What follows belongs to an exercise in optimizing a design on an open flow for small area, a short achievable clock period and few clock cycles per item; a production flow would make more cautious choices. The RTL was checked by simulation tests, not by an equivalence proof against the original design. Power figures rest on the tool's default switching activity, not on a simulated workload.

==> flow/design.v (outline; a module is shown in full before it is edited, if it fits) <==
// module srgbtf_lut_rom: 8 lines
// module srgbtf_alpha_dec_rom: 8 lines
// module srgbtf_enc_color: 227 lines
// module srgbtf_enc_alpha: 592 lines
// module srgbtf: 153 lines
module srgbtf (
    input  wire         clk,
    input  wire         rst,
    input  wire         cmd_valid,
    output wire         cmd_ready,
    input  wire [7:0]   cmd_cw,
    input  wire [127:0] cmd_a,
    input  wire [7:0]   cmd_b,
    output wire         rsp_valid,
    input  wire         rsp_ready,
    output wire [1:0]   rsp_st,
    output wire [127:0] rsp_d
);
  // ...
==> flow/alpha_dec.hex <==
00000000
3b808081
3c008081
3c40c0c1
3c808081
3ca0a0a1
3cc0c0c1
3ce0e0e1
3d008081
3d109091
3d20a0a1
3d30b0b1
3d40c0c1
3d50d0d1
3d60e0e1
3d70f0f1
3d808081
3d888889
3d909091
3d989899
3da0a0a1
3da8a8a9
3db0b0b1
3db8b8b9
3dc0c0c1
3dc8c8c9
3dd0d0d1
3dd8d8d9
3de0e0e1
3de8e8e9
3df0f0f1
3df8f8f9
3e008081
3e048485
3e088889
3e0c8c8d
3e109091
3e149495
3e189899
3e1c9c9d
3e20a0a1
3e24a4a5
3e28a8a9
3e2cacad
3e30b0b1
3e34b4b5
3e38b8b9
3e3cbcbd
3e40c0c1
3e44c4c5
3e48c8c9
3e4ccccd
3e50d0d1
3e54d4d5
3e58d8d9
3e5cdcdd
3e60e0e1
3e64e4e5
3e68e8e9
3e6ceced
3e70f0f1
3e74f4f5
3e78f8f9
3e7cfcfd
3e808081
3e828283
3e848485
3e868687
3e888889
3e8a8a8b
3e8c8c8d
3e8e8e8f
3e909091
3e929293
3e949495
3e969697
3e989899
3e9a9a9b
3e9c9c9d
3e9e9e9f
3ea0a0a1
3ea2a2a3
3ea4a4a5
3ea6a6a7
3ea8a8a9
3eaaaaab
3eacacad
3eaeaeaf
3eb0b0b1
3eb2b2b3
3eb4b4b5
3eb6b6b7
3eb8b8b9
3ebababb
3ebcbcbd
3ebebebf
3ec0c0c1
3ec2c2c3
3ec4c4c5
3ec6c6c7
3ec8c8c9
3ecacacb
3ecccccd
3ecececf
3ed0d0d1
3ed2d2d3
3ed4d4d5
3ed6d6d7
3ed8d8d9
3edadadb
3edcdcdd
3edededf
3ee0e0e1
3ee2e2e3
3ee4e4e5
3ee6e6e7
3ee8e8e9
3eeaeaeb
3eececed
3eeeeeef
3ef0f0f1
3ef2f2f3
3ef4f4f5
3ef6f6f7
3ef8f8f9
3efafafb
3efcfcfd
3efefeff
3f008081
3f018182
3f028283
3f038384
3f048485
3f058586
3f068687
3f078788
3f088889
3f09898a
3f0a8a8b
3f0b8b8c
3f0c8c8d
3f0d8d8e
3f0e8e8f
3f0f8f90
3f109091
3f119192
3f129293
3f139394
3f149495
3f159596
3f169697
3f179798
3f189899
3f19999a
3f1a9a9b
3f1b9b9c
3f1c9c9d
3f1d9d9e
3f1e9e9f
3f1f9fa0
3f20a0a1
3f21a1a2
3f22a2a3
3f23a3a4
3f24a4a5
3f25a5a6
3f26a6a7
3f27a7a8
3f28a8a9
3f29a9aa
3f2aaaab
3f2babac
3f2cacad
3f2dadae
3f2eaeaf
3f2fafb0
3f30b0b1
3f31b1b2
3f32b2b3
3f33b3b4
3f34b4b5
3f35b5b6
3f36b6b7
3f37b7b8
3f38b8b9
3f39b9ba
3f3ababb
3f3bbbbc
3f3cbcbd
3f3dbdbe
3f3ebebf
3f3fbfc0
3f40c0c1
3f41c1c2
3f42c2c3
3f43c3c4
3f44c4c5
3f45c5c6
3f46c6c7
3f47c7c8
3f48c8c9
3f49c9ca
3f4acacb
3f4bcbcc
3f4ccccd
3f4dcdce
3f4ececf
3f4fcfd0
3f50d0d1
3f51d1d2
3f52d2d3
3f53d3d4
3f54d4d5
3f55d5d6
3f56d6d7
3f57d7d8
3f58d8d9
3f59d9da
3f5adadb
3f5bdbdc
3f5cdcdd
3f5dddde
3f5ededf
3f5fdfe0
3f60e0e1
3f61e1e2
3f62e2e3
3f63e3e4
3f64e4e5
3f65e5e6
3f66e6e7
3f67e7e8
3f68e8e9
3f69e9ea
3f6aeaeb
3f6bebec
3f6ceced
3f6dedee
3f6eeeef
3f6feff0
3f70f0f1
3f71f1f2
3f72f2f3
3f73f3f4
3f74f4f5
3f75f5f6
3f76f6f7
3f77f7f8
3f78f8f9
3f79f9fa
3f7afafb
3f7bfbfc
3f7cfcfd
3f7dfdfe
3f7efeff
3f800000
==> flow/lut.hex <==
00000000
399f22b4
3a1f22b4
3a6eb40e
3a9f22b4
3ac6eb61
3aeeb40e
3b0b3e5d
3b1f22b4
3b33070a
3b46eb61
3b5b518e
3b70f18f
3b83e1c6
3b8fe616
3b9c87fd
3ba9c9b6
3bb7ad6f
3bc6354a
3bd56360
3be539c1
3bf5ba71
3c0373b6
3c0c6153
3c15a705
3c1f45be
3c293e6b
3c3391f7
3c3e4149
3c494d44
3c54b6c9
3c607eb4
3c6ca5df
3c792d22
3c830aa9
3c89af9f
3c9085dc
3c978dc6
3c9ec7c2
3ca63433
3cadd37d
3cb5a602
3cbdac21
3cc5e63a
3cce54ac
3cd6f7d5
3cdfd010
3ce8ddba
3cf2212d
3cfb9ac3
3d02a56a
3d0798dd
3d0ca7e6
3d11d2af
3d171964
3d1c7c30
3d21fb3c
3d2796b2
3d2d4ebb
3d332381
3d39152b
3d3f23e4
3d454fd2
3d4b991d
3d51ffec
3d588468
3d5f26b6
3d65e6fd
3d6cc563
3d73c20e
3d7add24
3d810b65
3d84b793
3d88732e
3d8c3e48
3d9018f4
3d940344
3d97fd49
3d9c0715
3da020ba
3da44a4a
3da883d6
3daccd6f
3db12727
3db5910f
3dba0b38
3dbe95b3
3dc33090
3dc7dbe0
3dcc97b4
3dd1641d
3dd6412b
3ddb2eee
3de02d76
3de53cd4
3dea5d18
3def8e51
3df4d090
3dfa23e5
3dff885e
3e027f06
3e05427f
3e080ea2
3e0ae377
3e0dc104
3e10a753
3e13966a
3e168e51
3e198f0f
3e1c98ac
3e1fab30
3e22c6a1
3e25eb07
3e29186a
3e2c4ed0
3e2f8e42
3e32d6c5
3e362862
3e39831f
3e3ce703
3e405417
3e43ca60
3e4749e6
3e4ad2af
3e4e64c3
3e520029
3e55a4e7
3e595305
3e5d0a89
3e60cb7a
3e6495df
3e6869be
3e6c471f
3e702e07
3e741e7e
3e78188b
3e7c1c33
3e8014bf
3e822039
3e84308b
3e8645b8
3e885fc3
3e8a7eb0
3e8ca281
3e8ecb3b
3e90f8df
3e932b72
3e9562f6
3e979f6f
3e99e0e0
3e9c274c
3e9e72b6
3ea0c321
3ea31890
3ea57307
3ea7d288
3eaa3716
3eaca0b6
3eaf0f68
3eb18332
3eb3fc15
3eb67a14
3eb8fd34
3ebb8576
3ebe12de
3ec0a56e
3ec33d2a
3ec5da14
3ec87c30
3ecb2380
3ecdd008
3ed081ca
3ed338c9
3ed5f508
3ed8b68a
3edb7d52
3ede4963
3ee11abf
3ee3f169
3ee6cd65
3ee9aeb5
3eec955b
3eef815c
3ef272b8
3ef56974
3ef86593
3efb6716
3efe6e00
3f00bd2b
3f02460c
3f03d1a5
3f055ff7
3f06f104
3f0884cd
3f0a1b54
3f0bb499
3f0d509f
3f0eef65
3f1090ef
3f12353d
3f13dc50
3f15862a
3f1732cc
3f18e237
3f1a946e
3f1c4970
3f1e0140
3f1fbbde
3f21794d
3f23398c
3f24fc9f
3f26c285
3f288b41
3f2a56d2
3f2c253c
3f2df67f
3f2fca9c
3f31a194
3f337b6a
3f35581d
3f3737b0
3f391a24
3f3aff7a
3f3ce7b2
3f3ed2cf
3f40c0d2
3f42b1bc
3f44a58e
3f469c49
3f4895ef
3f4a9280
3f4c91ff
3f4e946c
3f5099c9
3f52a216
3f54ad56
3f56bb88
3f58ccaf
3f5ae0cc
3f5cf7df
3f5f11ea
3f612eef
3f634eee
3f6571e9
3f6797e0
3f69c0d5
3f6becca
3f6e1bbf
3f704db5
3f7282ae
3f74baab
3f76f5ae
3f7933b6
3f7b74c6
3f7db8de
3f800000
==> flow/run.sh <==
#!/bin/bash
# synth_recipe.tcl (not shown) runs the flow's synth.tcl, then flattens the netlist and writes it again
# the make line also repeats each setting of config.mk as NAME=value (left out here)
make -C /OpenROAD-flow-scripts/flow DESIGN_CONFIG=/design/flow/config.mk WORK_HOME=/design/flow/orfs CLKGATE_MAP_FILE= SYNTH_SCRIPT=/design/flow/synth_recipe.tcl finish
==> flow/config.mk <==
export PLATFORM = sky130hd
export DESIGN_NAME = srgbtf
export DESIGN_NICKNAME = srgbtf
export VERILOG_FILES = /design/flow/design.v
export SDC_FILE = /design/flow/constraint.sdc
export NUM_CORES = 4
export LEC_CHECK = 0
export CAP_MARGIN = 40
export CORE_MARGIN = 2
export CORE_UTILIZATION = 30
export PLACE_DENSITY = 0.45
export SLEW_MARGIN = 40
export SYNTH_MEMORY_MAX_BITS = 16384
==> flow/constraint.sdc <==
create_clock -name core_clock -period 22.0 [get_ports {clk}]
set_input_delay 4.4000 -clock core_clock [delete_from_list [all_inputs] [get_ports {clk}]]
set_output_delay 4.4000 -clock core_clock [all_outputs]
set_load 0.01 [all_outputs]
==> impl_metrics.env, run 1 <==
export IMPL_flow_stopped_at="1_2_yosys"
export IMPL_yosysWarnings=5
export IMPL_status="did not finish"
export IMPL_stop_error="ERROR: TCL interpreter returned an error: Source files actually used in the design:"
Testbench counts, summed over its fixed seeds: cycles 32,024, items 32,000.
==> module srgbtf, before the edit <==
module srgbtf (
    input  wire         clk,
    input  wire         rst,
    input  wire         cmd_valid,
    output wire         cmd_ready,
    input  wire [7:0]   cmd_cw,
    input  wire [127:0] cmd_a,
    input  wire [7:0]   cmd_b,
    output wire         rsp_valid,
    input  wire         rsp_ready,
    output wire [1:0]   rsp_st,
    output wire [127:0] rsp_d
);
    localparam [1:0] ST_OK      = 2'd0;
    localparam [1:0] ST_BAD_HEX = 2'd1;
    localparam [1:0] ST_ILLEGAL = 2'd2;
    localparam [1:0] K_PASS = 2'd0;      
    localparam [1:0] K_E2L  = 2'd1;      
    localparam [1:0] K_LUT  = 2'd2;      
    localparam [1:0] K_HEX  = 2'd3;      
    reg          v1;
    reg  [7:0]   s1_cw;
    reg  [127:0] s1_a;
    reg          s1_len8;
    reg          va, vb;                 
    wire         s1_take = !v1 || !vb;   
    assign cmd_ready = s1_take;
    always @(posedge clk) begin
        if (rst)
            v1 <= 1'b0;
        else if (s1_take)
            v1 <= cmd_valid;
        if (s1_take) begin
            s1_cw   <= cmd_cw;
            s1_a    <= cmd_a;
            s1_len8 <= (cmd_b == 8'd8);
        end
    end
    wire [3:0] op    = s1_cw[7:4];
    wire       z0    = (s1_cw[3:1] == 3'd0);
    wire       z     = z0 && !s1_cw[0];
    wire       c_enc = (op == 4'h1) && z;
    wire       c_lut = (op == 4'h2) && z;
    wire       c_pk  = (op == 4'h3 || op == 4'h4) && z0;
    wire       c_hxf = (op == 4'h5) && z;
    wire       c_hxp = (op == 4'h6) && z;
    wire       c_e2l = (op == 4'h7) && z;
    wire       c_l2e = (op == 4'h8) && z;
    wire       legal = c_enc | c_lut | c_pk | c_hxf | c_hxp | c_e2l | c_l2e;
    wire [31:0] enc_r_in = c_enc ? s1_a[31:0] : s1_a[127:96];
    wire [7:0]  enc_r, enc_g, enc_b, enc_a;
    srgbtf_enc_color u_enc_r (.x(enc_r_in),     .q(enc_r));
    srgbtf_enc_color u_enc_g (.x(s1_a[95:64]),  .q(enc_g));
    srgbtf_enc_color u_enc_b (.x(s1_a[63:32]),  .q(enc_b));
    srgbtf_enc_alpha u_enc_a (.x(s1_a[31:0]),   .q(enc_a));
    wire [31:0] swapped = s1_cw[0] ? {s1_a[15:8], s1_a[23:16], s1_a[31:24], s1_a[7:0]}
                                   : s1_a[31:0];
    reg [31:0] hex_value;
    reg        hex_ok;
    reg [7:0]  ch;
    integer j;
    always @* begin
        hex_ok    = s1_len8;
        hex_value = 32'd0;
        for (j = 0; j < 8; j = j + 1) begin
            ch = s1_a[8*j +: 8];
            if (ch >= 8'h30 && ch <= 8'h39)
                hex_value[4*j +: 4] = ch[3:0];
            else if ((ch >= 8'h41 && ch <= 8'h46) || (ch >= 8'h61 && ch <= 8'h66))
                hex_value[4*j +: 4] = ch[3:0] + 4'd9;
            else
                hex_ok = 1'b0;
        end
    end
    wire [31:0] n_d = ({32{c_l2e}} & {enc_r, enc_g, enc_b, enc_a})
                    | ({32{c_enc}} & {24'd0, enc_r})
                    | ({32{c_lut}} & {s1_a[7:0], 24'd0})
                    | ({32{c_pk}}  & swapped)
                    | ({32{c_hxp}} & hex_value)
                    | ({32{c_e2l | c_hxf}} & s1_a[31:0]);
    wire [1:0]  n_k = c_e2l ? K_E2L : c_lut ? K_LUT : c_hxf ? K_HEX : K_PASS;
    wire [1:0]  n_st = !legal ? ST_ILLEGAL : (c_hxp && !hex_ok) ? ST_BAD_HEX : ST_OK;
    reg  [31:0] a_d, b_d;
    reg  [1:0]  a_k, b_k, a_st, b_st;
    reg         v3;
    wire        s3_take = !v3 || rsp_ready;
    wire        pop     = va && s3_take;
    wire        push    = v1 && !vb;
    always @(posedge clk) begin
        if (rst) begin
            va <= 1'b0;
            vb <= 1'b0;
        end else begin
            if (pop || !va)
                va <= vb || push;
            if (pop)
                vb <= 1'b0;
            else if (push && va)
                vb <= 1'b1;
        end
        if (pop || !va) begin
            a_d  <= vb ? b_d  : n_d;
            a_k  <= vb ? b_k  : n_k;
            a_st <= vb ? b_st : n_st;
        end
        if (!vb) begin
            b_d  <= n_d;
            b_k  <= n_k;
            b_st <= n_st;
        end
    end
    wire [31:0] dec_r, dec_g, dec_b, dec_a;
    srgbtf_lut_rom       u_lut_r (.idx(a_d[31:24]), .word(dec_r));
    srgbtf_lut_rom       u_lut_g (.idx(a_d[23:16]), .word(dec_g));
    srgbtf_lut_rom       u_lut_b (.idx(a_d[15:8]),  .word(dec_b));
    srgbtf_alpha_dec_rom u_adec  (.idx(a_d[7:0]),   .word(dec_a));
    function [7:0] hex_char;
        input [3:0] v;
        begin
            hex_char = (v <= 4'd9) ? (8'h30 + {4'd0, v}) : (8'h57 + {4'd0, v});
        end
    endfunction
    reg [63:0] hex_text;
    integer k;
    always @* begin
        for (k = 0; k < 8; k = k + 1)
            hex_text[8*k +: 8] = hex_char(a_d[4*k +: 4]);
    end
    wire k_pass = (a_k == K_PASS);
    wire k_e2l  = (a_k == K_E2L);
    wire k_lut  = (a_k == K_LUT);
    wire k_hex  = (a_k == K_HEX);
    wire [127:0] r_d;
    assign r_d[127:64] = {64{k_e2l}} & {dec_r, dec_g};
    assign r_d[63:32]  = ({32{k_e2l}} & dec_b) | ({32{k_hex}} & hex_text[63:32]);
    assign r_d[31:0]   = ({32{k_e2l}} & dec_a) | ({32{k_lut}} & dec_r)
                       | ({32{k_hex}} & hex_text[31:0]) | ({32{k_pass}} & a_d);
    reg  [1:0]   out_st;
    reg  [127:0] out_d;
    always @(posedge clk) begin
        if (rst)
            v3 <= 1'b0;
        else if (s3_take)
            v3 <= va;
        if (s3_take) begin
            out_st <= a_st;
            out_d  <= r_d;
        end
    end
    assign rsp_valid = v3;
    assign rsp_st    = out_st;
    assign rsp_d     = out_d;
endmodule
==> run 2: changes to the inputs <==
--- a/flow/design.v
+++ b/flow/design.v
@@ -856,5 +856,5 @@
     reg          v1;
-    reg  [7:0]   s1_cw;
     reg  [127:0] s1_a;
     reg          s1_len8;
+    reg          c_enc, c_lut, c_pk, c_ord, c_hxf, c_hxp, c_e2l, c_l2e;
     reg          va, vb;                 
@@ -862,2 +862,5 @@
     assign cmd_ready = s1_take;
+    wire [3:0] op = cmd_cw[7:4];
+    wire       z0 = (cmd_cw[3:1] == 3'd0);
+    wire       z  = z0 && !cmd_cw[0];
     always @(posedge clk) begin
@@ -868,25 +871,22 @@
         if (s1_take) begin
-            s1_cw   <= cmd_cw;
             s1_a    <= cmd_a;
             s1_len8 <= (cmd_b == 8'd8);
+            c_enc   <= (op == 4'h1) && z;
+            c_lut   <= (op == 4'h2) && z;
+            c_pk    <= (op == 4'h3 || op == 4'h4) && z0;
+            c_ord   <= cmd_cw[0];
+            c_hxf   <= (op == 4'h5) && z;
+            c_hxp   <= (op == 4'h6) && z;
+            c_e2l   <= (op == 4'h7) && z;
+            c_l2e   <= (op == 4'h8) && z;
         end
     end
-    wire [3:0] op    = s1_cw[7:4];
-    wire       z0    = (s1_cw[3:1] == 3'd0);
-    wire       z     = z0 && !s1_cw[0];
-    wire       c_enc = (op == 4'h1) && z;
-    wire       c_lut = (op == 4'h2) && z;
-    wire       c_pk  = (op == 4'h3 || op == 4'h4) && z0;
-    wire       c_hxf = (op == 4'h5) && z;
-    wire       c_hxp = (op == 4'h6) && z;
-    wire       c_e2l = (op == 4'h7) && z;
-    wire       c_l2e = (op == 4'h8) && z;
-    wire       legal = c_enc | c_lut | c_pk | c_hxf | c_hxp | c_e2l | c_l2e;
-    wire [31:0] enc_r_in = c_enc ? s1_a[31:0] : s1_a[127:96];
+    wire legal = c_enc | c_lut | c_pk | c_hxf | c_hxp | c_e2l | c_l2e;
+    wire [31:0] enc_r_in = ({32{c_enc}} & s1_a[31:0]) | ({32{c_l2e}} & s1_a[127:96]);
     wire [7:0]  enc_r, enc_g, enc_b, enc_a;
-    srgbtf_enc_color u_enc_r (.x(enc_r_in),     .q(enc_r));
-    srgbtf_enc_color u_enc_g (.x(s1_a[95:64]),  .q(enc_g));
-    srgbtf_enc_color u_enc_b (.x(s1_a[63:32]),  .q(enc_b));
-    srgbtf_enc_alpha u_enc_a (.x(s1_a[31:0]),   .q(enc_a));
-    wire [31:0] swapped = s1_cw[0] ? {s1_a[15:8], s1_a[23:16], s1_a[31:24], s1_a[7:0]}
+    srgbtf_enc_color u_enc_r (.x(enc_r_in),                  .q(enc_r));
+    srgbtf_enc_color u_enc_g (.x({32{c_l2e}} & s1_a[95:64]), .q(enc_g));
+    srgbtf_enc_color u_enc_b (.x({32{c_l2e}} & s1_a[63:32]), .q(enc_b));
+    srgbtf_enc_alpha u_enc_a (.x({32{c_l2e}} & s1_a[31:0]),  .q(enc_a));
+    wire [31:0] swapped = c_ord ? {s1_a[15:8], s1_a[23:16], s1_a[31:24], s1_a[7:0]}
                                    : s1_a[31:0];
@@ -909,4 +909,3 @@
     end
-    wire [31:0] n_d = ({32{c_l2e}} & {enc_r, enc_g, enc_b, enc_a})
-                    | ({32{c_enc}} & {24'd0, enc_r})
+    wire [31:0] n_d = {{8{c_l2e}} & enc_r, enc_g, enc_b, enc_a | ({8{c_enc}} & enc_r)}
                     | ({32{c_lut}} & {s1_a[7:0], 24'd0})
@@ -946,7 +945,11 @@
     end
+    wire k_pass = (a_k == K_PASS);
+    wire k_e2l  = (a_k == K_E2L);
+    wire k_lut  = (a_k == K_LUT);
+    wire k_hex  = (a_k == K_HEX);
     wire [31:0] dec_r, dec_g, dec_b, dec_a;
-    srgbtf_lut_rom       u_lut_r (.idx(a_d[31:24]), .word(dec_r));
-    srgbtf_lut_rom       u_lut_g (.idx(a_d[23:16]), .word(dec_g));
-    srgbtf_lut_rom       u_lut_b (.idx(a_d[15:8]),  .word(dec_b));
-    srgbtf_alpha_dec_rom u_adec  (.idx(a_d[7:0]),   .word(dec_a));
+    srgbtf_lut_rom       u_lut_r (.idx({8{k_e2l | k_lut}} & a_d[31:24]), .word(dec_r));
+    srgbtf_lut_rom       u_lut_g (.idx({8{k_e2l}} & a_d[23:16]),         .word(dec_g));
+    srgbtf_lut_rom       u_lut_b (.idx({8{k_e2l}} & a_d[15:8]),          .word(dec_b));
+    srgbtf_alpha_dec_rom u_adec  (.idx({8{k_e2l}} & a_d[7:0]),           .word(dec_a));
     function [7:0] hex_char;
@@ -963,10 +966,7 @@
     end
-    wire k_pass = (a_k == K_PASS);
-    wire k_e2l  = (a_k == K_E2L);
-    wire k_lut  = (a_k == K_LUT);
-    wire k_hex  = (a_k == K_HEX);
     wire [127:0] r_d;
-    assign r_d[127:64] = {64{k_e2l}} & {dec_r, dec_g};
-    assign r_d[63:32]  = ({32{k_e2l}} & dec_b) | ({32{k_hex}} & hex_text[63:32]);
-    assign r_d[31:0]   = ({32{k_e2l}} & dec_a) | ({32{k_lut}} & dec_r)
+    assign r_d[127:96] = {32{k_e2l}} & dec_r;
+    assign r_d[95:64]  = dec_g;
+    assign r_d[63:32]  = dec_b | ({32{k_hex}} & hex_text[63:32]);
+    assign r_d[31:0]   = dec_a | ({32{k_lut}} & dec_r)
                        | ({32{k_hex}} & hex_text[31:0]) | ({32{k_pass}} & a_d);
==> flow/flow/run.sh (new file) <==
#!/bin/bash
# The standard layout (the standard.sh, unchanged synthesis), with ORFS's
# timing repair steps asked to leave setup slack of at least MARGIN ns
# against the design's clock, so that the achieved period shrinks.
set -uo pipefail
MARGIN=16
bash standard.sh SETUP_SLACK_MARGIN=$MARGIN finish > flow_standard.log 2>&1
==> flow/standard.sh (new file) <==
#!/bin/bash
# synth_recipe.tcl (not shown) runs the flow's synth.tcl, then flattens the netlist and writes it again
# the make line also repeats each setting of config.mk as NAME=value (left out here)
make -C /OpenROAD-flow-scripts/flow DESIGN_CONFIG=/design/flow/config.mk WORK_HOME=/design/flow/orfs CLKGATE_MAP_FILE= SYNTH_SCRIPT=/design/flow/synth_recipe.tcl "${@:-finish}"
--- a/flow/config.mk
+++ b/flow/config.mk
@@ -9,5 +9,5 @@
 export CORE_MARGIN = 2
-export CORE_UTILIZATION = 30
-export PLACE_DENSITY = 0.45
+export CORE_UTILIZATION = 50
+export PLACE_DENSITY = 0.65
 export SLEW_MARGIN = 40
-export SYNTH_MEMORY_MAX_BITS = 16384
+export SYNTH_MEMORY_MAX_BITS = 1048576
removed: flow/run.sh
==> run 2 against run 1 <==
Against the previous run:
- the flow stops in 5_1_grt
==> impl_metrics.env, run 2 <==
export IMPL_numClockSinks=334
export IMPL_cts_buffer_depth=3
export IMPL_cts_inserted_buffers=43
export IMPL_initial_core_util_pct=50.4
export IMPL_synthesis_area_mm2=0.0685
export IMPL_pin_count=280
export IMPL_ys_seq_elements=334
export IMPL_synth_area_leader_cell="edfxtp_1"
export IMPL_synth_xor_area_share_pct=0.716
export IMPL_cts_root_buf="clkbuf_16"
export IMPL_grt_pass1_vias=116016
export IMPL_synth_top_family_by_area="compound AO/OA/AOI/OAI gates"
export IMPL_avgSynthCellArea_um2=6.44
export IMPL_overflow=937
export IMPL_synth_mux_area_share_pct=0.493
export IMPL_gp_congestion=1.37
export IMPL_ys_seq_area_share_pct=14.1
export IMPL_ys_flop_type="edfxtp_1"
export IMPL_yosysWarnings=5
export IMPL_syn_inst=10633
export IMPL_synthAdderAreaFrac_pct=10.2
export IMPL_place_inst=12006
export IMPL_die_h_um=374
export IMPL_rows=135
export IMPL_yosysMostFrequentCell="nand2_1"
export IMPL_synth_compound_area_share_pct=43.7
export IMPL_synthTopCellsByCount="nand2_1 (1302), o21ai_0 (1293), a21oi_1 (1260), nor2_1 (1132), clkbuf_1 (853)"
export IMPL_synth_area_leaders="edfxtp_1 (13%), ha_1 (9.9%), o21ai_0 (9.4%)"
export IMPL_status="did not finish"
export IMPL_dp_hpwl_um=343000
export IMPL_synth_top_area_share_pct=12.9
export IMPL_grt_max_degree=87
export IMPL_htree_levels=2
export IMPL_flow_stopped_at="5_1_grt"
export IMPL_stop_error="[ERROR GRT-0116] Global routing finished with congestion. Check the congestion regions in the DRC Viewer."
export IMPL_postCtsHoldBufs=0
export IMPL_grt_pass1_wl_um=916000
export IMPL_async_flop_share_pct=0
export IMPL_grtUsageTotal_pct=86.7
export IMPL_die_x_um=374
export IMPL_yosys_area_share_simple_pct=23.9
export IMPL_port_buffers=274
export IMPL_yosys_cell_types_count=102
export IMPL_synth_edf_count=294
==> run 2: metrics by stage <==
step | setup WS (ps) | power [mW] | area (um2) | hold slack, ps
floorplan | 15280 | 1.02 | 69100 | 400
global placement | 13150 | 1.24 | 72800 | 409
detailed placement | 13200 | 1.24 | 72900 | 421
CTS | 15130 | 2.04 | 80300 | 435
==> run 2: power groups by stage <==
| stage | Combinational [mW] | Clock (mW) | Sequential, mW |
|---|---|---|---|
| floorplan | 0.268 | 0 | 0.750 |
| global placement | 0.475 | 0 | 0.766 |
| detailed placement | 0.478 | 0 | 0.767 |
| CTS | 0.512 | 0.770 | 0.753 |
==> run 2: cells by family after synthesis <==
kind of cell | Yosys count
muxes | 28
buffers and inverters | 1237
other | 1
DFF | 334
AOI/OAI and AO/OA | 4736
adders and majority gates | 551
and+or+nand+nor | 3690
xor gates and xnor gates | 56
==> run 2: worst max path at each step <==
stage                     slack, ps            start            endpoint
after floorplan               15280        rsp_ready  out_d[0]$_DFFE_PP_
after global placement        13150  c_l2e$_DFFE_PP_   a_d[20]$_DFFE_PP_
after detailed placement      13200  c_l2e$_DFFE_PP_   a_d[20]$_DFFE_PP_
after CTS                     15130  c_l2e$_DFFE_PP_    a_d[6]$_DFFE_PP_
==> run 2: repair_timing <==
action                                  in CTS
hold endpoints to repair                     0
gates resized for setup                    762
pin swaps                                  105
setup buffers                              214
endpoints found under the setup margin     155
gates cloned                                46
==> run 2: layer usage <==
metal	GRT overflow	GRT usage (%)
met3	114	81.6
met2	392	95.1
met1	64	87.4
met5	19	63.7
met4	348	80.4
Testbench counts of run 2, summed over its fixed seeds: cycles 32,024, items 32,000.
